Background: an optimization exercise with open tools, aiming at small area, a short achievable clock period and few clock cycles. Do not read the settings as production practice.
The RTL was checked by simulation tests, not by an equivalence proof against the original design.
No activity file was given, so power comes from the tool's default toggle rates.

**flow/design.v**
```verilog
module sfr_div #(
    parameter integer W = 24
) (
    input  wire [W-1:0] a,
    input  wire [W-1:0] b,
    output wire [W-1:0] diff,
    output wire         borrow
);
    assign {borrow, diff} = {1'b0, a} - {1'b0, b};
endmodule
module sfr_top (
    input  wire        clk,
    input  wire        rst,
    input  wire        evt_valid,
    input  wire [31:0] evt_data,
    output wire        evt_ready,
    output wire        rec_valid,
    output reg  [2:0]  rec_port,
    output reg         rec_last,
    output reg  [7:0]  rec_data,
    output wire [15:0] status,
    output wire [31:0] config_word,
    output wire [31:0] baud_word,
    output wire [31:0] stage_word
);
    localparam [7:0] STX = 8'h02;
    localparam [2:0] P_STD = 3'd0, P_BCAST = 3'd1, P_SPEC = 3'd2, P_ANY = 3'd3, P_TXP = 3'd4;
    localparam [1:0] RX_START = 2'd0, RX_LEN = 2'd1, RX_BODY = 2'd2;
    localparam [1:0] TX_IDLE = 2'd0, TX_WAIT = 2'd1, TX_SEND = 2'd2;
    localparam [2:0] R_NONE = 3'd0, R_OK = 3'd1, R_BCC = 3'd2, R_LEN = 3'd3,
                     R_LINE = 3'd4, R_TIMEOUT = 3'd5;
    localparam [1:0] F_TX_BUSY = 2'd1, F_CONFIG = 2'd2, F_ILLEGAL = 2'd3;
    localparam [1:0] PH_STX = 2'd0, PH_LGE = 2'd1, PH_BODY = 2'd2, PH_BCC = 2'd3;
    reg        run;
    reg [1:0]  rx_state;
    reg [1:0]  tx_state;
    reg [2:0]  last_result;
    reg        fault;
    reg [1:0]  fault_cause;
    reg [4:0]  cfg_node;
    reg [3:0]  cfg_en;
    reg [23:0] cfg_baud;
    reg [23:0] baud_stage;
    reg [6:0]  lge;
    reg [5:0]  wp;
    reg        last_q;        
    reg [7:0]  bcc;
    reg [8*63-1:0] rxb;
    reg        armed;
    reg        rfirst;
    reg [23:0] rs;
    reg [8*63-1:0] txb;
    reg [6:0]  tx_lge;
    reg [7:0]  tx_bcc;
    reg        tfirst;
    reg [17:0] ts;
    reg        rdy;           
    reg        src_tx;
    reg [1:0]  ph;
    reg [5:0]  p;
    reg        any_pend;
    reg        rv_q;
    wire em = !rdy;
    assign evt_ready = rdy;
    wire take = evt_valid && rdy;
    assign rec_valid   = rv_q;
    assign status      = {5'd0, fault_cause, fault, last_result, run, tx_state, rx_state};
    assign config_word = {20'd0, cfg_en, 3'd0, cfg_node};
    assign baud_word   = {8'd0, cfg_baud};
    assign stage_word  = {8'd0, baud_stage};
    wire [3:0] op = evt_data[31:28];
    wire [7:0] d  = evt_data[7:0];
    wire z27_24 = (evt_data[27:24] == 4'd0);
    wire z23_12 = (evt_data[23:12] == 12'd0);
    wire z11_8  = (evt_data[11:8] == 4'd0);
    wire z7_5   = (evt_data[7:5] == 3'd0);
    wire z4_2   = (evt_data[4:2] == 3'd0);
    wire z1_0   = (evt_data[1:0] == 2'd0);
    wire z27_12 = z27_24 && z23_12;
    wire z27_8  = z27_12 && z11_8;
    wire z27_0  = z27_8 && z7_5 && z4_2 && z1_0;
    reg legal;
    always @(*) begin
        case (op)
            4'h1:    legal = z27_8;
            4'h2:    legal = z27_8 && z7_5 && z4_2 && !(evt_data[1] && evt_data[0]);
            4'h3:    legal = z27_0;
            4'h4:    legal = z27_0;
            4'h5:    legal = z27_24;
            4'h6:    legal = z27_12 && z7_5;
            4'h7:    legal = z27_0;
            default: legal = 1'b0;
        endcase
    end
    wire is_rx   = (op == 4'h1);
    wire is_err  = (op == 4'h2);
    wire is_tick = (op == 4'h3);
    wire is_done = (op == 4'h4);
    wire is_baud = (op == 4'h5);
    wire is_start= (op == 4'h6);
    wire is_stop = (op == 4'h7);
    wire [7:0] adr = rxb[7:0];
    wire node_eq   = (adr[4:0] == cfg_node);
    wire c_spec    = adr[7];
    wire c_mirror  = !adr[7] && adr[6] && node_eq;
    wire c_bcast   = !adr[7] && !c_mirror && adr[5];
    wire c_std     = (adr[7:5] == 3'b000) && node_eq;
    wire tx_idle   = (tx_state == TX_IDLE);
    wire tx_wait   = (tx_state == TX_WAIT);
    wire cls_on    = (c_spec && cfg_en[2]) || (c_bcast && cfg_en[1]) || (c_std && cfg_en[0]);
    wire [2:0] cls_port = c_spec ? P_SPEC : c_bcast ? P_BCAST : P_STD;
    wire mir_busy  = c_mirror && !tx_idle;
    wire any_on    = cfg_en[3] && !mir_busy;
    wire stage_bad = (baud_stage < 24'd155);
    wire [17:0] ra;
    wire [14:0] rb;
    assign ra[0] = (lge[2:0] == 3'd0) | (lge[2:0] == 3'd2) | (lge[2:0] == 3'd4) | (lge[2:0] == 3'd6);
    assign ra[1] = (lge[2:0] == 3'd0) | (lge[2:0] == 3'd1) | (lge[2:0] == 3'd4) | (lge[2:0] == 3'd5);
    assign ra[2] = (lge[2:0] == 3'd0) | (lge[2:0] == 3'd2) | (lge[2:0] == 3'd5) | (lge[2:0] == 3'd7);
    assign ra[3] = (lge[2:0] == 3'd0) | (lge[2:0] == 3'd1) | (lge[2:0] == 3'd4) | (lge[2:0] == 3'd7);
    assign ra[4] = (lge[2:0] == 3'd0) | (lge[2:0] == 3'd2) | (lge[2:0] == 3'd5);
    assign ra[5] = (lge[2:0] == 3'd0) | (lge[2:0] == 3'd1) | (lge[2:0] == 3'd4) | (lge[2:0] == 3'd7);
    assign ra[6] = (lge[2:0] == 3'd0) | (lge[2:0] == 3'd2) | (lge[2:0] == 3'd5);
    assign ra[7] = (lge[2:0] == 3'd0) | (lge[2:0] == 3'd1) | (lge[2:0] == 3'd4) | (lge[2:0] == 3'd7);
    assign ra[8] = (lge[2:0] == 3'd0) | (lge[2:0] == 3'd1) | (lge[2:0] == 3'd2) | (lge[2:0] == 3'd3) | (lge[2:0] == 3'd7);
    assign ra[9] = (lge[2:0] == 3'd0) | (lge[2:0] == 3'd2) | (lge[2:0] == 3'd4) | (lge[2:0] == 3'd6) | (lge[2:0] == 3'd7);
    assign ra[10] = (lge[2:0] == 3'd0) | (lge[2:0] == 3'd3) | (lge[2:0] == 3'd4);
    assign ra[11] = (lge[2:0] == 3'd0) | (lge[2:0] == 3'd1) | (lge[2:0] == 3'd3) | (lge[2:0] == 3'd6);
    assign ra[12] = (lge[2:0] == 3'd0) | (lge[2:0] == 3'd2) | (lge[2:0] == 3'd3) | (lge[2:0] == 3'd5) | (lge[2:0] == 3'd6);
    assign ra[13] = (lge[2:0] == 3'd0) | (lge[2:0] == 3'd4) | (lge[2:0] == 3'd5) | (lge[2:0] == 3'd6);
    assign ra[14] = (lge[2:0] == 3'd0) | (lge[2:0] == 3'd7);
    assign ra[15] = (lge[2:0] == 3'd0);
    assign ra[16] = (lge[2:0] == 3'd0);
    assign ra[17] = (lge[2:0] == 3'd0);
    assign rb[0] = (lge[6:3] == 4'd1) | (lge[6:3] == 4'd3) | (lge[6:3] == 4'd5) | (lge[6:3] == 4'd7);
    assign rb[1] = (lge[6:3] == 4'd1) | (lge[6:3] == 4'd2) | (lge[6:3] == 4'd5) | (lge[6:3] == 4'd6);
    assign rb[2] = (lge[6:3] == 4'd2) | (lge[6:3] == 4'd4) | (lge[6:3] == 4'd5) | (lge[6:3] == 4'd7);
    assign rb[3] = (lge[6:3] == 4'd1) | (lge[6:3] == 4'd4) | (lge[6:3] == 4'd7) | (lge[6:3] == 4'd8);
    assign rb[4] = (lge[6:3] == 4'd2) | (lge[6:3] == 4'd5) | (lge[6:3] == 4'd8);
    assign rb[5] = (lge[6:3] == 4'd1) | (lge[6:3] == 4'd4) | (lge[6:3] == 4'd7);
    assign rb[6] = (lge[6:3] == 4'd2) | (lge[6:3] == 4'd5) | (lge[6:3] == 4'd8);
    assign rb[7] = (lge[6:3] == 4'd1) | (lge[6:3] == 4'd4) | (lge[6:3] == 4'd7);
    assign rb[8] = (lge[6:3] == 4'd1) | (lge[6:3] == 4'd2) | (lge[6:3] == 4'd3) | (lge[6:3] == 4'd7) | (lge[6:3] == 4'd8);
    assign rb[9] = (lge[6:3] == 4'd2) | (lge[6:3] == 4'd4) | (lge[6:3] == 4'd6) | (lge[6:3] == 4'd7);
    assign rb[10] = (lge[6:3] == 4'd3) | (lge[6:3] == 4'd4) | (lge[6:3] == 4'd8);
    assign rb[11] = (lge[6:3] == 4'd1) | (lge[6:3] == 4'd3) | (lge[6:3] == 4'd6) | (lge[6:3] == 4'd8);
    assign rb[12] = (lge[6:3] == 4'd2) | (lge[6:3] == 4'd3) | (lge[6:3] == 4'd5) | (lge[6:3] == 4'd6);
    assign rb[13] = (lge[6:3] == 4'd4) | (lge[6:3] == 4'd5) | (lge[6:3] == 4'd6);
    assign rb[14] = (lge[6:3] == 4'd7) | (lge[6:3] == 4'd8);
    wire [17:0] rsum = ra + {rb, 3'd0};
    wire [23:0] rs_init = {rsum, 6'h3F};
    wire [23:0] rs_sub;
    wire        rs_bor;
    sfr_div #(.W(24)) u_rsub (.a(rs), .b(cfg_baud), .diff(rs_sub), .borrow(rs_bor));
    wire        rs_exp = rs_bor;
    wire [17:0] ts_sub;
    wire        ts_bor;
    sfr_div #(.W(18)) u_tsub (.a(ts), .b(cfg_baud[17:0]), .diff(ts_sub), .borrow(ts_bor));
    wire        ts_exp = ts_bor || (cfg_baud[23:18] != 6'd0);
    wire d_lge_ok = (!d[7] && !d[6] && (d[5:1] != 5'd0)) || (d == 8'h40);
    wire bcc_ok   = (bcc == d);
    wire [8*63-1:0] buf_sel = src_tx ? txb : rxb;
    wire [7:0] body_byte = buf_sel[8*p +: 8];
    wire [6:0] len_sel   = src_tx ? tx_lge : lge;
    wire [7:0] bcc_sel   = src_tx ? tx_bcc : bcc;
    wire body_end        = ({1'b0, p} == len_sel - 7'd2);
    genvar gi;
    generate
        for (gi = 0; gi < 63; gi = gi + 1) begin : g_buf
            always @(posedge clk) begin
                if (rx_state == RX_BODY && wp == gi)
                    rxb[8*gi +: 8] <= d;
                if (tx_idle)
                    txb[8*gi +: 8] <= rxb[8*gi +: 8];
            end
        end
    endgenerate
    always @(posedge clk) begin
        if (tx_idle) begin
            tx_lge <= lge;
            tx_bcc <= bcc;
        end
    end
    always @(posedge clk) begin
        begin
            rv_q     <= 1'b0;
            rec_last <= 1'b0;
            if (rfirst)
                rs <= rs_init;
            if (em) begin
                rv_q <= 1'b1;
                case (ph)
                PH_STX: begin
                    rec_data <= STX;
                    rec_port <= P_ANY;
                    ph       <= PH_LGE;
                end
                PH_LGE: begin
                    rec_data <= {1'b0, len_sel};
                    ph       <= PH_BODY;
                    p        <= 6'd0;
                end
                PH_BODY: begin
                    rec_data <= body_byte;
                    p        <= p + 6'd1;
                    if (body_end)
                        ph <= PH_BCC;
                end
                default: begin
                    rec_data <= bcc_sel;
                    rec_last <= 1'b1;
                    ph       <= PH_STX;
                    if (any_pend) begin
                        any_pend <= 1'b0;
                    end else begin
                        rdy <= 1'b1;
                    end
                end
                endcase
            end else if (take) begin
                if (!fault && !legal) begin
                    fault       <= 1'b1;
                    fault_cause <= F_ILLEGAL;
                end
                if (is_rx && run) begin
                    case (rx_state)
                    RX_START: if (d == STX)
                        rx_state <= RX_LEN;
                    RX_LEN: begin
                        lge      <= d[6:0];
                        wp       <= 6'd0;
                        last_q   <= 1'b0;
                        bcc      <= STX ^ d;
                        rfirst   <= 1'b1;
                        armed    <= d_lge_ok;
                        rx_state <= d_lge_ok ? RX_BODY : RX_START;
                        if (!d_lge_ok)
                            last_result <= R_LEN;
                    end
                    default: begin
                        wp     <= wp + 6'd1;
                        last_q <= ({1'b0, wp} + 7'd2 == lge);
                        if (!last_q) begin
                            bcc <= bcc ^ d;
                        end else begin
                            rx_state <= RX_START;
                            armed    <= 1'b0;
                            rfirst   <= 1'b0;
                            if (!bcc_ok) begin
                                last_result <= R_BCC;
                            end else begin
                                last_result <= R_OK;
                                src_tx <= 1'b0;
                                if (c_mirror) begin
                                    if (!tx_idle) begin
                                        if (!fault && legal) begin
                                            fault       <= 1'b1;
                                            fault_cause <= F_TX_BUSY;
                                        end
                                    end else begin
                                        tx_state <= TX_WAIT;
                                        tfirst   <= 1'b1;
                                        ts       <= 18'd211199;
                                    end
                                end
                                if (cls_on && legal && !fault) begin
                                    rdy      <= 1'b0;
                                    rv_q     <= 1'b1;
                                    rec_data <= STX;
                                    rec_port <= cls_port;
                                    ph       <= PH_LGE;
                                    any_pend <= any_on;
                                end else if (any_on && legal && !fault) begin
                                    rdy      <= 1'b0;
                                    rv_q     <= 1'b1;
                                    rec_data <= STX;
                                    rec_port <= P_ANY;
                                    ph       <= PH_LGE;
                                    any_pend <= 1'b0;
                                end
                            end
                        end
                    end
                    endcase
                end
                if (is_err && run) begin
                    if (rx_state != RX_START)
                        last_result <= R_LINE;
                    rx_state <= RX_START;
                    armed    <= 1'b0;
                    rfirst   <= 1'b0;
                end
                if (is_tick) begin
                    if (armed) begin
                        rfirst <= 1'b0;
                        if (!rfirst) begin
                            rs <= rs_sub;
                            if (rs_exp) begin
                                last_result <= R_TIMEOUT;
                                rx_state    <= RX_START;
                                armed       <= 1'b0;
                            end
                        end
                    end
                    if (tx_wait) begin
                        tfirst <= 1'b0;
                        if (!tfirst) begin
                            ts <= ts_sub;
                            if (ts_exp) begin
                                tx_state <= TX_SEND;
                                src_tx   <= 1'b1;
                                if (legal && !fault) begin
                                    rdy  <= 1'b0;
                                    rv_q <= 1'b1;
                                end
                                rec_data <= STX;
                                rec_port <= P_TXP;
                                ph       <= PH_LGE;
                                any_pend <= 1'b0;
                            end
                        end
                    end
                end
                if (is_done && tx_state == TX_SEND)
                    tx_state <= TX_IDLE;
                if (is_baud && legal && !fault)
                    baud_stage <= evt_data[23:0];
                if (is_start || is_stop) begin
                    run      <= 1'b0;
                    rx_state <= RX_START;
                    armed    <= 1'b0;
                    rfirst   <= 1'b0;
                    if (tx_wait)
                        tx_state <= TX_IDLE;
                end
                if (is_start) begin
                    if (stage_bad) begin
                        if (!fault && legal) begin
                            fault       <= 1'b1;
                            fault_cause <= F_CONFIG;
                        end
                    end else begin
                        if (legal && !fault) begin
                            cfg_node <= evt_data[4:0];
                            cfg_en   <= evt_data[11:8];
                            cfg_baud <= baud_stage;
                        end
                        last_result <= R_NONE;
                        run         <= 1'b1;
                    end
                end
            end
        end
        if (rst) begin
            run         <= 1'b0;
            rx_state    <= RX_START;
            tx_state    <= TX_IDLE;
            last_result <= R_NONE;
            fault       <= 1'b0;
            fault_cause <= 2'd0;
            cfg_node    <= 5'd0;
            cfg_en      <= 4'd0;
            cfg_baud    <= 24'd0;
            baud_stage  <= 24'd0;
            armed       <= 1'b0;
            rdy         <= 1'b1;
            rv_q        <= 1'b0;
        end
    end
endmodule
```
**flow/flow/run.sh**
```bash
#!/bin/bash
# Own layout flow: the standard ORFS flow (standard.sh) with these changes to how
# the layout is optimised (the design, clock period and constraints are unchanged):
#  - the port buffers are plain buffers (buf_2) instead of the delay cell buffer_ports
#    picks by default;
#  - the sizer may change a cell's footprint (MATCH_CELL_FOOTPRINT 0);
#  - clock tree synthesis adds no dummy loads and uses clkbuf_16 with up to 26 sinks per leaf buffer;
set -euo pipefail
MARGIN=${MARGIN:-7.0}
TNS=${TNS:-3}
bash standard.sh SETUP_SLACK_MARGIN=$MARGIN TNS_END_PERCENT=$TNS MATCH_CELL_FOOTPRINT=0 \
  "BUFFER_PORTS_ARGS=-buffer_cell sky130_fd_sc_hd__buf_2" \
  "CTS_ARGS=-sink_clustering_enable -repair_clock_nets -dont_use_dummy_load -sink_clustering_size 26 -sink_clustering_max_diameter 80 -buf_list sky130_fd_sc_hd__clkbuf_16" \
  finish > flow_make.log 2>&1
```
**flow/standard.sh**
```bash
#!/bin/bash
# synth_recipe.tcl (not shown) runs the flow's synth.tcl, then flattens the netlist and writes it again
# the make line also repeats each setting of config.mk as NAME=value (left out here)
make -C /OpenROAD-flow-scripts/flow DESIGN_CONFIG=/design/flow/config.mk WORK_HOME=/design/flow/orfs CLKGATE_MAP_FILE= SYNTH_SCRIPT=/design/flow/synth_recipe.tcl "${@:-finish}"
```
**flow/config.mk**
```make
export PLATFORM = sky130hd
export DESIGN_NAME = sfr_top
export DESIGN_NICKNAME = sfr_top
export VERILOG_FILES = /design/flow/design.v
export SDC_FILE = /design/flow/constraint.sdc
export NUM_CORES = 4
export LEC_CHECK = 0
export CAP_MARGIN = 20
export CORE_MARGIN = 2
export CORE_UTILIZATION = 50
export SLEW_MARGIN = 20
```
**flow/constraint.sdc**
```tcl
create_clock -name core_clock -period 10.0 [get_ports {clk}]
set_input_delay 2.0000 -clock core_clock [delete_from_list [all_inputs] [get_ports {clk}]]
set_output_delay 2.0000 -clock core_clock [all_outputs]
set_load 0.01 [all_outputs]
```
==> out/metrics.yaml, run 1 <==
synthTopCellsByArea: "edfxtp_1 (65%), mux4_2 (11%), dfxtp_1 (3.8%), mux2i_1 (3.8%), nor2_1 (1.7%)"
ys_seq_area_share_pct: 69.0
finalSetupViolCount: 0
h-tree-depth: 2
globalplace.congestion: 0.889
yosysTopAreaCell: "edfxtp_1"
cp.required_ps: 10580
cp_max_fo: 6
clk_pin_slew_ps: 100
clock-sinks: 1182
fin_crit_ps: 3730
firstDrtPassIters: 7
worstPathArrival_ps: 4310
cts_max_path_buffers: 3
synth_ff_type: "edfxtp_1"
fp.dieH_um: 320
globalRoute.totalOverflow: 0
worst_pin_slew_ps: 1130
status: "complete, no violations"
synth.most_common_cell: "edfxtp_1"
fmax_mhz: 268
drt_wl_total_um: 129000
startpoint_type: "primary input"
viasPerCell: 6.29
synth.avg_cell_area_sq_um: 16.7
drt_iter0_drc: 3124
hold_violations: 0
fp-row-count: 116
nNetsFinal: 3254
grt_pass1_vias: 27400
grt_usage_pct: 23.9
multiInputGateArea_sq_mm: 0.0146
die_w_um: 320
yosys_warnings: 1
clk_latency_ps: 690
hold_path.class: "flop to flop"
dp_hpwl_um: 78300
crit_type: "primary input to flop"
cp-end-kind: "flop"
io_buffers: 116
syn_inst: 2994
fill_cells: 7737
ioPinCount: 161
dieArea_sq_mm: 0.103
cts_buffers: 55
relSlewSlack_pct: 24.1
p_leak_nw: 19.3
antennaDiodeCount: 0
route.detailed.drc: 0
synth_common_cells: "edfxtp_1 (1086), mux4_2 (234), nor2_1 (224)"
core-area_sq_mm: 0.0997
rsz0062_at_grt: "yes"
finalClockSkew_ps: 50.6
syn_to_final_growth_pct: 9.45
vias: 28000
start_util_pct: 50.2
regArea_sq_mm: 0.0345
vdd_drop_max_uv: 124
layout-drive-gt1-share_pct: 19.5
grt_pass1_wl_um: 183000
drv_slew: 0
wire_per_inst_um: 28.9
synthesis.area_sq_mm: 0.0500
power_w: 0.00802
power_density_mw_per_mm2: 146
synth_edf_count: 1086
finalSetupTns_ps: 0
ys_types: 78
yosysTopAreaCellShare_pct: 65.2
min_period_over_period_pct: 37.3
cts_tree: "built"
grt_max_degree: 183
ys_seq_elements: 1182
synthArstFlopShare_pct: 0
root_buffer: "clkbuf_16"
antenna_found_initial: 5
postRouteAntennaNets: 0
drv_cap: 0
-- what timing repair did --
item | in CTS | in global routing
endpoints found under the setup margin | 545 | 564
pin swaps | 7 | 22
gates resized for setup | 88 | 85
endpoints found under the hold margin | 0 | 0
gates cloned | 4 | 17
setup buffers | 11 | 43
hold buffers | 0 | 0
-- sequential cells by signal, summed over array words and instances, names as in the netlist, 5 cells and up --
signal      cells
tx_lge          7
rs             24
cfg_baud       24
wp              6
rec_data        8
rxb           504
baud_stage     24
ts             18
bcc             8
cfg_node        5
lge             7
txb           504
tx_bcc          8
p               6
-- power by group --
part | total, W | switching (W) | internal (W)
Clock | 0.00245 | 0.00147 | 0.000982
Sequential | 0.00536 | 0.0000114 | 0.00535
Combinational | 0.000206 | 0.000133 | 0.0000734
Total | 0.00802 | 0.00162 | 0.00641
-- per-layer routing --
layer  track usage, %  wire length [um]  part of all wire [%]  up-vias
met5                0                 0                     0        -
met3             3.25              8930                   6.9      198
li1                 -                 -                     -    12000
met1             34.9             54500                    42    14700
met4             6.33              3890                   3.0        0
met2             38.0             61200                    48     1109
-- worst paths after layout --
check	startpoint	to	slack [ps]	cells past startpoint
min reg2reg	rxb[102]$_DFFE_PP_	txb[102]$_DFFE_PP_	450	0
max	evt_data[3]	rdy$_SDFF_PP1_	6270	12
max reg2reg	p[0]$_SDFFCE_PN0P_	rec_data[0]$_DFFE_PP_	6330	10
min	rxb[102]$_DFFE_PP_	txb[102]$_DFFE_PP_	450	0
-- logic make-up after synthesis --
group	Yosys count	synth area share, %
AO/OA/AOI/OAI	401	5.19
other	1	0.00749
multiplexers	427	14.4
adder cells (fa/ha/maj)	70	1.79
XOR/XNOR	91	1.59
AND/OR/NAND/NOR	560	5.26
buffers and inverters	262	2.76
flip-flops	1182	69.0
-- cells in the final DEF, fill, tap and decap left out, types with 11 or more instances in the layout --
cell type,instances
nor4_1,16
ha_1,66
nand2b_1,21
nand2_1,96
nor2b_1,25
or3_1,15
edfxtp_1,1086
a211oi_1,16
inv_1,61
o21a_1,17
buf_4,83
nand4_1,12
a21oi_1,98
o22ai_1,35
o221ai_1,12
nor3_1,45
and2_1,11
mux2i_1,185
and3_1,11
mux4_2,234
buf_2,105
a31oi_1,16
o211ai_1,14
a21o_1,15
nor2_1,213
buf_6,19
nand3_1,39
clkbuf_16,72
conb_1,44
xor2_1,42
dfxtp_1,93
xnor2_1,47
o21ai_0,82
buf_12,16
-- area by class of cell --
type	instances	area share, %
sequential	1182	63.0
tap	1298	2.96
multi-input combinational	1596	26.7
timing repair buffer	251	4.36
inverter	63	0.432
clock buffer	55	2.51
-- worst max-delay path, cell delays in order --
cell	delay, ps
buf_8	130
buf_16	140
xor2_1	160
nor4_1	290
nand2_1	190
or3_4	450
a211oi_4	260
buf_4	160
buf_6	100
nand2_1	40
and3_1	170
a211o_1	220
-- metrics by stage --
stage               instances  cell area, sq um  utilization (%)  setup slack (ps)  hold WS, ps
floorplan                3037             50200                -               399          421
global placement         4312             51800             51.9              4780          422
detailed placement       4313             51800             52.0              4710          428
CTS                      4383             53700             53.8              6170          447
global route             4445             54800             54.9              6270          455
finish                   4445             54800             54.9              6270          447
Testbench counts, summed over its fixed seeds: cycles 88,023.
==> run 2, diff against run 1 <==
--- a/flow/flow/run.sh
+++ b/flow/flow/run.sh
@@ -7,7 +7,7 @@
 #  - clock tree synthesis adds no dummy loads and uses clkbuf_16 with up to 26 sinks per leaf buffer;
 set -euo pipefail
 MARGIN=${MARGIN:-7.0}
-TNS=${TNS:-3}
+TNS=${TNS:-10}
 bash standard.sh SETUP_SLACK_MARGIN=$MARGIN TNS_END_PERCENT=$TNS MATCH_CELL_FOOTPRINT=0 \
   "BUFFER_PORTS_ARGS=-buffer_cell sky130_fd_sc_hd__buf_2" \
   "CTS_ARGS=-sink_clustering_enable -repair_clock_nets -dont_use_dummy_load -sink_clustering_size 26 -sink_clustering_max_diameter 80 -buf_list sky130_fd_sc_hd__clkbuf_16" \
--- a/flow/config.mk
+++ b/flow/config.mk
@@ -7,5 +7,5 @@
 export LEC_CHECK = 0
 export CAP_MARGIN = 20
 export CORE_MARGIN = 2
-export CORE_UTILIZATION = 50
+export CORE_UTILIZATION = 40
 export SLEW_MARGIN = 20
==> out/metrics.yaml, run 2 <==
final_area_sq_mm: 0.0548  # about the same
holdBufCountCts: 0  # unchanged
fp-row-count: 129  # +11%
min_period_over_period_pct: 39.0  # +1.8 points
h-tree-depth: 2  # unchanged
viasPerCell: 5.73  # -8.9%
start_util_pct: 40.4  # -9.8 points
cp.required_ps: 10430  # -150 ps
power_w: 0.00800  # -0.26%
firstDrtPassIters: 5  # -2
cp_common_cell: "buf_4"
wire_per_inst_um: 26.6  # -8.0%
status: "complete, no violations"
cp-end-kind: "flop"
r2r_start: "p[2]$_SDFFCE_PN0P_"
drv_slew: 0  # unchanged
yosys_warnings: 1  # unchanged
slowest_delay_ps: 570  # +120 ps
final_common_cell: "edfxtp_1"
holdWs_ps: 407  # -39.5 ps
worstPathArrival_ps: 4330  # +20 ps
fin_crit_ps: 3900  # +177 ps
layout-drive-gt1-share_pct: 18.7  # -0.80 points
hold_violations: 0  # unchanged
root_buffer: "clkbuf_16"
ioPinCount: 161  # unchanged
drt_iter0_drc: 2965  # -5.1%
cp_max_fo: 7  # +1
top_regs: "rxb x504, txb x504"
slowest_stage: "or4_4"
grt_pass1_wl_um: 183000  # -0.14%
crit_type: "primary input to flop"
vdd_drop_max_uv: 119  # -4.1%
postRouteAntennaNets: 0  # unchanged
nNetsFinal: 3223  # -0.95%
fill_cells: 10900  # +41%
finalSetupTns_ps: 0  # unchanged
finalSetupViolCount: 0  # unchanged
cts_max_path_buffers: 3  # unchanged
grt_pass1_vias: 26600  # -3.1%
clock-sinks: 1182  # unchanged
syn_to_final_growth_pct: 9.45  # about the same
dp_hpwl_um: 77000  # -1.6%
antennaDiodeCount: 0  # unchanged
hold_path_depth: 0  # unchanged
finalClockSkew_ps: 78.2  # +27.6 ps
grt_usage_pct: 19.2  # -4.7 points
synthTopCellsByArea: "edfxtp_1 (65%), mux4_2 (11%), dfxtp_1 (3.8%), mux2i_1 (3.8%), nor2_1 (1.7%)"
synth_edf_count: 1086  # unchanged
critPathBufInv: 3  # -1
hold_path.class: "flop to flop"
yosysTopAreaCell: "edfxtp_1"
vias: 27200  # -2.6%
fin_util_pct: 44.2  # -11 points
drv_cap: 0  # unchanged
ys_seq_area_share_pct: 69.0  # unchanged
route.detailed.drc: 0  # unchanged
drt_wl_total_um: 127000  # -1.6%
fmax_mhz: 256  # -4.5%
post_dp_cell_area_sq_mm: 0.0523  # +0.89%
ys_types: 78  # unchanged
synth_common_cells: "edfxtp_1 (1086), mux4_2 (234), nor2_1 (224)"
hold_path_end: "txb[421]$_DFFE_PP_"
startpoint_type: "primary input"
cpLargestDelayFamily: "simple AND/OR/NAND/NOR gates"
syn_inst: 2994  # unchanged
globalRoute.totalOverflow: 0  # unchanged
antenna_found_initial: 4  # -1
worst_pin_slew_ps: 1170  # +35.2 ps
synth.avg_cell_area_sq_um: 16.7  # unchanged
reg2reg_depth: 10  # unchanged
yosysTopAreaCellShare_pct: 65.2  # unchanged
synthesis.area_sq_mm: 0.0500  # unchanged
crit_chain: "buf_8 -> and4bb_2 -> nand2_4 -> o41ai_4 -> a41oi_2 -> or4_4 -> buf_4 -> a211oi_4 -> nor3b_4 -> buf_4 -> nand2_1 -> o211ai_1"
final_cell_mix: "edfxtp_1 (1086), mux4_2 (234), nor2_1 (222)"
ys_seq_elements: 1182  # unchanged
clk_pin_slew_ps: 90  # about the same
grt_max_degree: 182  # -0.55%
relSlewSlack_pct: 21.7  # -2.4 points
synthArstFlopShare_pct: 0  # unchanged
reg2reg_setup_slack_ps: 6230  # -100 ps
core-area_sq_mm: 0.124  # +24%
io_buffers: 116  # unchanged
hp-start: "rxb[421]$_DFFE_PP_"
dieArea_sq_mm: 0.128  # +25%
globalplace.congestion: 0.853  # -4.1%
die_w_um: 358  # +12%
cts_buffers: 55  # unchanged
clk_latency_ps: 700  # about the same
synth_ff_type: "edfxtp_1"
power_density_mw_per_mm2: 146  # -0.26%
timing.rr.end: "rec_data[7]$_DFFE_PP_"
rsz0062_at_grt: "yes"
cts_tree: "built"
fp.dieH_um: 358  # +12%
p_leak_nw: 19.1  # -1.2%
synth.most_common_cell: "edfxtp_1"
-- run 2: cell types whose count changed in the layout (fill, tap and decap cells not counted), sizes merged --
cell / delta
and2: +2
buf: -24
clkbuf: -8
clkinv: -1
clkinvlp: +1
nor3b: -1
-- run 2: kinds of logic after synthesis --
kind of cell / after synthesis / synth area share [%]
flops: 1182 / 69.0
simple gates: 560 / 5.26
mux: 427 / 14.4
compound gates: 401 / 5.19
buf+inv: 262 / 2.76
xor+xnor: 91 / 1.59
fa+ha+maj: 70 / 1.79
other cells: 1 / 0.00749
-- run 2: area by class of cell --
cell class / instances / area (sq um) / share of cell area [%]
inverters: 63 / 240 / 0.439
repair buffers: 219 / 1900 / 3.46
well taps: 1637 / 2050 / 3.74
flip-flops and latches: 1182 / 34500 / 63.0
clock buffers: 55 / 1380 / 2.51
multi-input cells: 1597 / 14700 / 26.8
-- run 2: how the worst max path moves through the flow --
stage / startpoint / endpoint / cells after the start
floorplan: tx_state[1]$_SDFFE_PP0P_ / rec_data[0]$_DFFE_PP_ / 6
global placement: evt_data[7] / cfg_node[3]$_SDFFE_PP0P_ / 10
detailed placement: evt_data[7] / cfg_baud[5]$_SDFFE_PP0P_ / 10
CTS: evt_data[28] / cfg_baud[16]$_SDFFE_PP0P_ / 12
global route: evt_data[28] / cfg_baud[9]$_SDFFE_PP0P_ / 12
finish: evt_data[28] / rec_data[3]$_DFFE_PP_ / 12
-- run 2: timing repair --
action	CTS	global route
buffers inserted	26	17
gates resized for setup	59	69
gates cloned	5	8
setup endpoints to repair	341	355
pin swaps	10	7
-- run 2: metal layers --
layer  up-vias  track usage (%)  share of wire, %
met1     14300             28.3                45
met3       117             2.54               6.0
met4         0             3.77               2.0
met5         -                0                 0
li1      11900                -                 -
met2       920             30.6                47
-- run 2: power by group --
part	total, W	internal [W]	switching, W
registers	0.00536	0.00535	0.00000939
logic	0.000192	0.0000622	0.000130
clock network	0.00245	0.000982	0.00147
-- run 2: stage by stage --
stage	setup slack, ps	cells
6_report	6100	4753
3_3_place_gp	4240	4640
4_1_cts	6190	4727
3_5_place_dp	4090	4641
2_1_floorplan	399	3037
5_1_grt	6070	4753
==> run 3, diff against run 2 <==
--- a/flow/config.mk
+++ b/flow/config.mk
@@ -7,5 +7,5 @@
 export LEC_CHECK = 0
 export CAP_MARGIN = 20
 export CORE_MARGIN = 2
-export CORE_UTILIZATION = 40
+export CORE_UTILIZATION = 65
 export SLEW_MARGIN = 20
==> out/metrics.yaml, run 3 <==
finalSetupViolCount: 0  # unchanged
vias: 28300  # +3.8%
antenna_found_initial: 2  # -2
status: "complete, no violations"
syn_to_final_growth_pct: 9.26
holdWs_ps: 390  # -16.9 ps
ys_types: 78  # unchanged
synth_ff_type: "edfxtp_1"
synth.most_common_cell: "edfxtp_1"
synthTopCellsByArea: "edfxtp_1 (65%), mux4_2 (11%), dfxtp_1 (3.8%), mux2i_1 (3.8%), nor2_1 (1.7%)"
synth.avg_cell_area_sq_um: 16.7  # unchanged
dp_hpwl_um: 74600  # -3.1%
postRouteAntennaNets: 0  # unchanged
final_cell_mix: "edfxtp_1 (1086), mux4_2 (234), nor2_1 (210)"
h-tree-depth: 2  # unchanged
synthesis.area_sq_mm: 0.0500  # unchanged
fin_crit_ps: 3880  # -19.8 ps
cp-end-kind: "flop"
root_buffer: "clkbuf_16"
holdBufCountCts: 0  # unchanged
startpoint_type: "primary input"
relSlewSlack_pct: 19.9  # -1.8 points
nNetsFinal: 3259  # +1.1%
yosysTopAreaCell: "edfxtp_1"
min_period_over_period_pct: 38.8  # -0.20 points
layout-drive-gt1-share_pct: 20.5  # +1.8 points
firstDrtPassIters: 6  # +1
drt_wl_total_um: 126000  # -0.68%
drv_cap: 0  # unchanged
clk_latency_ps: 660  # -40 ps
fp-row-count: 101  # -22%
yosysTopAreaCellShare_pct: 65.2  # unchanged
grt_max_degree: 183  # +0.55%
ioPinCount: 161  # unchanged
finalSetupTns_ps: 0  # unchanged
core-area_sq_mm: 0.0761  # -39%
cts_tree: "built"
viasPerCell: 6.75  # +18%
yosys_warnings: 1  # unchanged
p_leak_nw: 19.4  # +1.5%
die_w_um: 281  # -21%
globalplace.congestion: 0.933  # +9.3%
cts_max_path_buffers: 3  # unchanged
fp.dieH_um: 281  # -21%
cts_buffers: 54  # -1.8%
grt_usage_pct: 30.9  # +12 points
drt_iter0_drc: 3382  # +14%
ys_seq_area_share_pct: 69.0  # unchanged
hold_path.class: "flop to flop"
syn_inst: 2994  # unchanged
crit_type: "primary input to flop"
grt_pass1_wl_um: 179000  # -2.1%
route.detailed.drc: 0  # unchanged
synth_common_cells: "edfxtp_1 (1086), mux4_2 (234), nor2_1 (224)"
hold_violations: 0  # unchanged
ys_seq_elements: 1182  # unchanged
finalClockSkew_ps: 72.1  # -6.14 ps
start_util_pct: 65.8  # +25 points
dieArea_sq_mm: 0.0792  # -38%
grt_pass1_vias: 27700  # +4.2%
worstPathArrival_ps: 4380  # +50 ps
power_density_mw_per_mm2: 146  # -0.37%
synth_edf_count: 1086  # unchanged
clk_pin_slew_ps: 100  # about the same
vdd_drop_max_uv: 162  # +36%
cp_max_fo: 6  # -1
drv_slew: 0  # unchanged
cp.required_ps: 10500  # +70 ps
clock-sinks: 1182  # unchanged
rsz0062_at_grt: "yes"
worst_pin_slew_ps: 1200  # +31.7 ps
io_buffers: 116  # unchanged
wire_per_inst_um: 30.0  # +13%
fmax_mhz: 258  # +0.51%
globalRoute.totalOverflow: 0  # unchanged
final_common_cell: "edfxtp_1"
top_regs: "rxb x504, txb x504"
synthArstFlopShare_pct: 0  # unchanged
[run 3: cell count changes in the layout (fill, tap and decap cells not counted), moves of 7 or more]
cell / before / now
a2111oi_0: 12 / 4
buf_12: 9 / 17
buf_4: 72 / 87
clkbuf_16: 64 / 71
nor2_1: 222 / 210
nor2_2: 0 / 10
[run 3: critical path, cell delays in order]
cell      delay, ps
buf_12          100
buf_12          140
buf_16          140
xor2_2          140
nor4_2          290
nand2_1         160
or3_4           410
a211oi_4        350
buf_4           180
nand2_2          40
and3_4          160
a211o_1         270
[run 3: worst paths after layout]
path / end / slack (ps) / start / cells after the start
worst max-delay path: rdy$_SDFF_PP1_ / 6120 / evt_data[3] / 12
worst min register to register: txb[395]$_DFFE_PP_ / 390 / rxb[395]$_DFFE_PP_ / 0
worst min-delay path: txb[395]$_DFFE_PP_ / 390 / rxb[395]$_DFFE_PP_ / 0
worst max register to register: rec_data[1]$_DFFE_PP_ / 6410 / src_tx$_DFFE_PP_ / 9
[run 3: kinds of logic (layout without fill, tap and decap cells)]
family | Yosys count | count (layout) | share of synthesized area (%)
AOI/OAI and AO/OA | 401 | 401 | 5.19
xor gates and xnor gates | 91 | 91 | 1.59
adders and majority gates | 70 | 70 | 1.79
buffers and inverters | 262 | 373 | 2.76
DFF | 1182 | 1182 | 69.0
muxes | 427 | 427 | 14.4
other | 1 | 45 | 0.00749
and+or+nand+nor | 560 | 564 | 5.26
[run 3: stage by stage]
stage               std cells  power [W]  setup slack (ps)  area, sq um  utilization (%)
CTS                      4108    0.00796              6110        53400             70.2
finish                   4183    0.00796              6120        54700             71.9
global route             4182    0.00815              6100        54700             71.9
floorplan                3037    0.00557               399        50300                -
global placement         4029    0.00564              4300        51400             67.6
detailed placement       4029    0.00564              4190        51400             67.6
[run 3: metal layers]
metal  track usage, %  up-vias  wire, um
met1             42.8    14500     48700
li1                 -    12000         -
met4             12.3        4      5840
met2             49.3     1471     60000
met5                0        -        27
met3             5.63      246     11100
[run 3: layout make-up]
cell class / count / area [sq um]
diodes: 1 / 2.50
flip-flops and latches: 1182 / 34500
repair buffers: 256 / 2440
fillers: 4890 / 21400
clock buffers: 54 / 1350
well taps: 1030 / 1290
multi-input cells: 1597 / 14800
inverters: 63 / 240
[run 3: report_power, final]
part	total, W	internal (W)	leakage (nW)	switching (W)
clock	0.00239	0.000965	0.665	0.00143
combinational	0.000208	0.0000714	7.38	0.000137
sequential	0.00536	0.00535	11.3	0.00000867
[run 3: what timing repair did]
item	CTS	global route
gates resized for setup	72	139
buffers inserted	18	58
cloned	7	15
setup endpoints to repair	306	495
pin swaps	6	40
==> run 4, diff against run 3 <==
--- a/flow/config.mk
+++ b/flow/config.mk
@@ -7,5 +7,5 @@
 export LEC_CHECK = 0
 export CAP_MARGIN = 20
 export CORE_MARGIN = 2
-export CORE_UTILIZATION = 65
+export CORE_UTILIZATION = 50
 export SLEW_MARGIN = 20
==> out/metrics.yaml, run 4 <==
status: "complete, no violations"
root_buffer: "clkbuf_16"
h-tree-depth: 2  # unchanged
min_period_over_period_pct: 37.2  # -1.6 points
relSlewSlack_pct: 23.0  # +3.1 points
cts_tree: "built"
power.internal_w: 0.00641  # +0.29%
clk_latency_ps: 690  # +30 ps
startpoint_type: "primary input"
p_sw_w: 0.00160  # +1.9%
io_buffers: 116  # unchanged
r2r_start: "src_tx$_DFFE_PP_"
die_w_um: 320  # +14%
p_leak_nw: 19.1  # -1.2%
ys_seq_elements: 1182  # unchanged
finalSetupTns_ps: 0  # unchanged
grt_usage_pct: 24.2  # -6.6 points
fp-row-count: 116  # +15%
grt_max_degree: 176  # -3.8%
worst_pin_slew_ps: 1150  # -51.5 ps
synth.avg_cell_area_sq_um: 16.7  # unchanged
nNetsFinal: 3232  # -0.83%
dp.cells: 4302  # +6.8%
holdWs_ps: 429  # +39.4 ps
route.detailed.drc: 0  # unchanged
power_frac_comb_pct: 2.3  # -0.3 points
synthTopCellsByArea: "edfxtp_1 (65%), mux4_2 (11%), dfxtp_1 (3.8%), mux2i_1 (3.8%), nor2_1 (1.7%)"
dp_hpwl_um: 77700  # +4.1%
pwr-share-seq_pct: 67.0  # -0.4 points
syn_inst: 2994  # unchanged
grt_pass1_vias: 27300  # -1.3%
ys_seq_area_share_pct: 69.0  # unchanged
ys_types: 78  # unchanged
synthesis.area_sq_mm: 0.0500  # unchanged
cts_buffers: 56  # +3.7%
reg2reg_depth: 7  # -2
drt_iter0_drc: 3187  # -5.8%
postRouteAntennaNets: 0  # unchanged
dp_slack_ps: 4570  # +378 ps
cp_max_fo: 6  # unchanged
worst_slack_ps: 6280  # +164 ps
cts_max_path_buffers: 3  # unchanged
rsz0062_at_grt: "yes"
stdcell_count: 4423  # +5.7%
finalSetupViolCount: 0  # unchanged
drv_cap: 0  # unchanged
synth_common_cells: "edfxtp_1 (1086), mux4_2 (234), nor2_1 (224)"
cp.required_ps: 10420  # -80 ps
final_common_cell: "edfxtp_1"
power.share.clock_pct: 30.8  # +0.8 points
hold_path_depth: 0  # unchanged
vias: 27700  # -1.8%
startpoint: "evt_data[5]"
fin_crit_ps: 3720  # -164 ps
synth.most_common_cell: "edfxtp_1"
yosysTopAreaCellShare_pct: 65.2  # unchanged
yosys_warnings: 1  # unchanged
ioPinCount: 161  # unchanged
synth_ff_type: "edfxtp_1"
core-area_sq_mm: 0.0997  # +31%
holdBufCountCts: 0  # unchanged
synthArstFlopShare_pct: 0  # unchanged
globalplace.congestion: 0.869  # -6.9%
yosysTopAreaCell: "edfxtp_1"
fin_util_pct: 54.7  # -17 points
power_density_mw_per_mm2: 147  # +0.84%
synth_edf_count: 1086  # unchanged
syn_to_final_growth_pct: 9.02
vdd_drop_max_uv: 115  # -29%
worstPathArrival_ps: 4140  # -240 ps
fp.dieH_um: 320  # +14%
clock-sinks: 1182  # unchanged
cp-endpoint: "rec_port[1]$_SDFFCE_PN1P_"
layout-drive-gt1-share_pct: 20.1  # -0.40 points
dieArea_sq_mm: 0.103  # +30%
clk_pin_slew_ps: 100  # about the same
antennaDiodeCount: 0  # -1
cp-end-kind: "flop"
crit_type: "primary input to flop"
firstDrtPassIters: 5  # -1
reg2reg_setup_slack_ps: 6410  # about the same
final_cell_mix: "edfxtp_1 (1086), mux4_2 (234), nor2_1 (208)"
finalClockSkew_ps: 56.5  # -15.6 ps
drv_slew: 0  # unchanged
hold_violations: 0  # unchanged
timing.rr.end: "rec_data[0]$_DFFE_PP_"
grt_pass1_wl_um: 184000  # +3.0%
viasPerCell: 6.27  # -7.1%
fmax_mhz: 269  # +4.4%
globalRoute.totalOverflow: 0  # unchanged
switching_share_pct: 20.0  # +0.26 points
start_util_pct: 50.2  # -16 points
wire_per_inst_um: 28.7  # -4.6%
antenna_found_initial: 2  # unchanged
hold_path.class: "flop to flop"
drt_wl_total_um: 127000  # +0.91%
top_regs: "rxb x504, txb x504"
[run 4: cell families (layout without fill, tap and decap cells)]
family / after synthesis / in the layout / share of synthesized area (%)
flip-flops: 1182 / 1182 / 69.0
buffers and inverters: 262 / 347 / 2.76
multiplexers: 427 / 427 / 14.4
XOR/XNOR: 91 / 91 / 1.59
adder cells (fa/ha/maj): 70 / 70 / 1.79
AO/OA/AOI/OAI: 401 / 401 / 5.19
AND/OR/NAND/NOR: 560 / 563 / 5.26
other: 1 / 44 / 0.00749
[run 4: through the flow]
step                instance area [sq um]  total power (W)
finish                              54600          0.00801
CTS                                 53800          0.00807
global placement                    51800          0.00564
floorplan                           50300          0.00557
detailed placement                  51800          0.00564
global route                        54600          0.00824
[run 4: worst min-delay path by stage]
stage | startpoint | end | slack (ps)
finish | rxb[271]$_DFFE_PP_ | txb[271]$_DFFE_PP_ | 430
global route | rxb[457]$_DFFE_PP_ | txb[457]$_DFFE_PP_ | 440
CTS | rxb[271]$_DFFE_PP_ | txb[271]$_DFFE_PP_ | 430
detailed placement | rxb[28]$_DFFE_PP_ | txb[28]$_DFFE_PP_ | 430
global placement | rxb[168]$_DFFE_PP_ | txb[168]$_DFFE_PP_ | 420
floorplan | rxb[104]$_DFFE_PP_ | txb[104]$_DFFE_PP_ | 420
[run 4: what timing repair did]
action	in CTS	in global routing
setup endpoints to repair	397	476
pin swaps	11	28
gates cloned	5	6
endpoints found under the hold margin	0	0
buffers inserted	28	26
gates resized for setup	70	80
[run 4: routing by layer]
layer  GRT usage [%]  routed length, um  share of wire (%)  up-vias
met5               0                  0                  0        -
met3            3.17               8400                6.6      181
met1            35.6              54900                 43    14500
met2            38.4              60000                 47     1098
met4            6.75               3540                2.8        0
li1                -                  -                  -    11900
[run 4: power groups by stage]
| stage | combinational, W | sequential, W | clock (W) |
|---|---|---|---|
| 6_report | 0.000183 | 0.00536 | 0.00246 |
| 5_1_grt | 0.000199 | 0.00536 | 0.00267 |
| 4_1_cts | 0.000176 | 0.00536 | 0.00253 |
| 3_5_place_dp | 0.000168 | 0.00548 | 0 |
| 3_3_place_gp | 0.000163 | 0.00547 | 0 |
| 2_1_floorplan | 0.0000961 | 0.00547 | 0 |
[run 4: cell type report]
class,instances,area (sq um)
Fill cell,7718,45100
Sequential cell,1182,34500
Multi-Input combinational cell,1596,14900
Timing Repair Buffer,228,1910
Tap cell,1298,1620
Clock buffer,56,1400
Inverter,63,236
[run 4: critical path, stage by stage]
cell     delay [ps]
buf_16          130
nor3_4          320
nand2_2         110
o41ai_2          70
a41oi_2         160
or4_4           490
a21oi_4         220
or3b_4          450
o22ai_2         100
o21ai_1          80

-- what the ideal ports hide --
How much do the figures lean on ideal ports? The routed layouts below were timed once more, with nothing changed but the port constraints.
Step 1 (the two cells are an assumption about what drives the block):
set clk [get_ports {clk}]
set_driving_cell -lib_cell sky130_fd_sc_hd__clkbuf_16 $clk
set_driving_cell -lib_cell sky130_fd_sc_hd__buf_2 [delete_from_list [all_inputs] $clk]
Step 2 adds t to the input delays and takes it off the output delays; t is the mean of the earliest and latest rising clock arrival at the registers after step 1. Input paths then give back, and output paths get back, about the clock's delay inside the block.
Slacks: no drivers / after step 1 / after step 2; pairs: no drivers / after step 1.
run	shift t [ns]	slack for setup (ns)	pins driven straight from the clock port
run 1	0.740	6.274 / 6.151 / 5.410	1
run 2	0.734	6.097 / 6.000 / 5.266	1
run 3	0.691	6.117 / 6.063 / 5.372	1
run 4	0.730	6.280 / 6.136 / 5.407	1
After both steps every run listed still meets setup and hold. The setup slack of run 4, which loses most, moves by -0.144 ns with the drivers and by -0.873 ns with both steps.
